Source: an optimization exercise on an open RTL-to-GDS flow (aim: small area, a short achievable clock period and few clock cycles per item). Production flows keep margins and buffers that such runs may drop.
In this exercise RTL edits were held to simulation tests only and were not proved equivalent to the original.
Power is estimated from default activity; no workload was simulated.

// vs23_quantizer
module vs23_quantizer (
    input  wire        clk,
    input  wire        rst,         
    input  wire        in_valid,
    output wire        in_ready,
    input  wire [23:0] in_rgb,      
    output wire        out_valid,
    input  wire        out_ready,
    output wire [7:0]  out_code,
    output wire        out_hit      
);
Size: ~120 flip-flops, ~39 I/O pins, about 11000 µm² of cells after synthesis.
export LEC_CHECK = 0
export CAP_MARGIN = 20
export CORE_MARGIN = 2
export CORE_UTILIZATION = 30
export PLACE_DENSITY = 0.75
export SETUP_SLACK_MARGIN = 5
export SLEW_MARGIN = 20
export SYNTH_HIERARCHICAL = 1
export SYNTH_MEMORY_MAX_BITS = 16384
export SYNTH_MINIMUM_KEEP_SIZE = 0
create_clock -name core_clock -period 10.0 [get_ports {clk}]
standard.sh (not shown) runs the stock make flow with config.mk's settings and CLKGATE_MAP_FILE= SYNTH_SCRIPT=/design/flow/synth_recipe.tcl, a recipe that flattens the netlist after the stock synthesis.
==> flow/flow/run.sh <==
#!/bin/bash
# Standard ORFS layout (the standard.sh, unchanged synthesis), with
#  - every port still buffered, but with buf_2 instead of the delay buffer
#    (clkdlybuf4s50_1) that buffer_ports picks on its own.
set -euo pipefail
bash standard.sh SETUP_SLACK_MARGIN=7 "BUFFER_PORTS_ARGS=-buffer_cell sky130_fd_sc_hd__buf_2" finish > standard_flow.log 2>&1
Testbench counts at the start, summed over its fixed seeds: cycles 4,824, items 4,800.
==> next run, changes <==
--- a/flow/config.mk
+++ b/flow/config.mk
@@ -9,5 +9,5 @@
 export CORE_MARGIN = 2
 export CORE_UTILIZATION = 30
-export PLACE_DENSITY = 0.75
+export CTS_BUF_LIST = sky130_fd_sc_hd__clkbuf_8
 export SETUP_SLACK_MARGIN = 5
 export SLEW_MARGIN = 20
Result: The changed run completed without violations; core utilization came out lower by 1.6 points; register-to-register slack loses 170 ps; worst setup slack loses 170 ps; hold slack loses 13 ps; clock skew hardly moves; wire length came out lower by 4.7%; clock-buffer cell count came out lower by 4; synthesized cell count stays the same; sequential power is about the same; via count came out lower by 1.3%.

========
Another version of the RTL of vs23_quantizer (not shown whole).
Size: ~1500 cells after synthesis, roughly 39 I/O pins, ~11000 um2 of cells after synthesis.
clock: 10.0 ns
lec_check: 0
cap_margin: 20
core_margin: 2
core_utilization: 30
setup_slack_margin: 5
slew_margin: 20
synth_hierarchical: 1
synth_memory_max_bits: 16384
synth_minimum_keep_size: 0
==> flow/flow/run.sh <==
#!/bin/bash
set -euo pipefail
bash standard.sh SETUP_SLACK_MARGIN=7.0 cts > standard_flow_cts.log 2>&1
bash standard.sh SETUP_SLACK_MARGIN=7.3 finish > standard_flow_finish.log 2>&1
Testbench counts at the start, summed over its fixed seeds: cycles 4,824, items 4,800.
Then changed:
==> flow/flow/run.sh (replaced) <==
#!/bin/bash
set -euo pipefail
bash standard.sh SETUP_SLACK_MARGIN=6.5 cts > standard_flow_cts.log 2>&1
bash standard.sh SETUP_SLACK_MARGIN=7.3 finish > standard_flow_finish.log 2>&1
First-iteration DRC count fell by a few percent.
Clock power fell by a few percent.
Core utilization rose by 0.59 points.
Count of clock-buffer cells in the layout fell by 6.
Wire length fell by a few percent.
Combinational power rose by a few percent.
Then changed:
==> flow/flow/run.sh (replaced) <==
#!/bin/bash
# Standard ORFS layout (the standard.sh, unchanged synthesis), with
#  - every port still buffered, but with buf_2 instead of the delay buffer
#    (clkdlybuf4s50_1) that buffer_ports picks on its own.
set -euo pipefail
bash standard.sh SETUP_SLACK_MARGIN=7 "BUFFER_PORTS_ARGS=-buffer_cell sky130_fd_sc_hd__buf_2" finish > standard_flow.log 2>&1
Effect: Total power shrinks by a few percent. Synthesized area is unchanged. Utilization shrinks by 2.9 points. Register-to-register slack loses 140 ps. Clock-buffer cell count grows by 4. Final area shrinks by a little under a tenth. Non-clock buffer count shrinks by 46. Worst setup slack loses 140 ps. Worst hold slack loses 27 ps.

========
vs23_quantizer again, from the RTL that the note above started with.
export LEC_CHECK = 0
export CAP_MARGIN = 20
export CORE_MARGIN = 2
export CORE_UTILIZATION = 30
export SETUP_SLACK_MARGIN = 5
export SLEW_MARGIN = 20
export SYNTH_HIERARCHICAL = 1
export SYNTH_MEMORY_MAX_BITS = 16384
export SYNTH_MINIMUM_KEEP_SIZE = 0
create_clock -name core_clock -period 10.0 [get_ports {clk}]
==> flow/flow/run.sh <==
#!/bin/bash
set -euo pipefail
bash standard.sh SETUP_SLACK_MARGIN=7.2 finish > standard_flow.log 2>&1
The starting point ran to the end with no violations.
Testbench counts at the start, summed over its fixed seeds: cycles 4,824, items 4,800.
Change:
==> flow/flow/run.sh (replaced) <==
#!/bin/bash
# Standard ORFS layout (the standard.sh, unchanged synthesis), with
#  - every port still buffered, but with buf_2 instead of the delay buffer
#    (clkdlybuf4s50_1) that buffer_ports picks on its own.
set -euo pipefail
bash standard.sh SETUP_SLACK_MARGIN=7 "BUFFER_PORTS_ARGS=-buffer_cell sky130_fd_sc_hd__buf_2" finish > standard_flow.log 2>&1
- CORE_UTILIZATION: 30 -> 45
Result:
- The changed run ran to the end with no violations
- setup slack is worse by 110 ps
- sequential share of layout area rose by 2.2 points
- via count came out higher by 4.4%
- die area decreases by 33%
- critical path depth goes up by 3
- area after synthesis is unchanged
- sequential power is higher by about 1%
- utilization grows by 13 points
- wire length goes down by 12%
Change:
==> flow/flow/run.sh (replaced) <==
#!/bin/bash
set -euo pipefail
bash standard.sh SETUP_SLACK_MARGIN=7 finish > standard_flow.log 2>&1
- CORE_UTILIZATION: 45 -> 30
Effect:
- worst setup slack got worse by 24 ps
- hold slack got worse by 15 ps
- wire length increases by a few percent
- sequential power came out lower slightly
- die area grows by well over a third
- area after synthesis stays the same
- total power fell by a few percent
- sequential cell count stays the same

==> separate check: timing with driven ports <==
The flow's constraints put no driver on any port. The routed layouts listed below were extracted and timed again, unchanged, in two steps. Step 1 sets driving cells, clkbuf_16 on the clock port and buf_2 on the other inputs (assumed; they add their load-dependent delay and slew). Step 2 times the ports against the registers' clock, not the clock port: input delays grow and output delays shrink by t, the midpoint of the rising clock arrivals with the driver on. Slacks: no drivers / after step 1 / after step 2; pairs: no drivers / after step 1.
run	shift t [ns]	setup WS [ns]	slew at the worst register clock pin (ns)	worst data-port slew with drivers (ns)	pins driven straight from the clock port
the first run of note 1	0.494	6.883 / 6.883 / 6.683	0.08 / 0.08	0.06	1
the second run of note 1	0.528	6.714 / 6.714 / 6.599	0.10 / 0.10	0.05	1
the first run of note 2	0.490	6.969 / 6.969 / 6.969	0.07 / 0.07	0.04	1
the second run of note 2	0.476	6.950 / 6.950 / 6.816	0.06 / 0.06	0.05	1
the third run of note 2	0.498	6.813 / 6.813 / 6.760	0.08 / 0.08	0.06	1
the first run of note 3	0.497	6.981 / 6.963 / 6.888	0.08 / 0.08	0.05	1
the second run of note 3	0.469	6.873 / 6.873 / 6.702	0.07 / 0.07	0.04	1
the third run of note 3	0.490	6.849 / 6.849 / 6.714	0.07 / 0.07	0.04	1
After both steps every run listed still meets setup and hold. The setup slack of the first run of note 1, which loses most, moves by 0.000 ns with the drivers and by -0.200 ns with both steps.
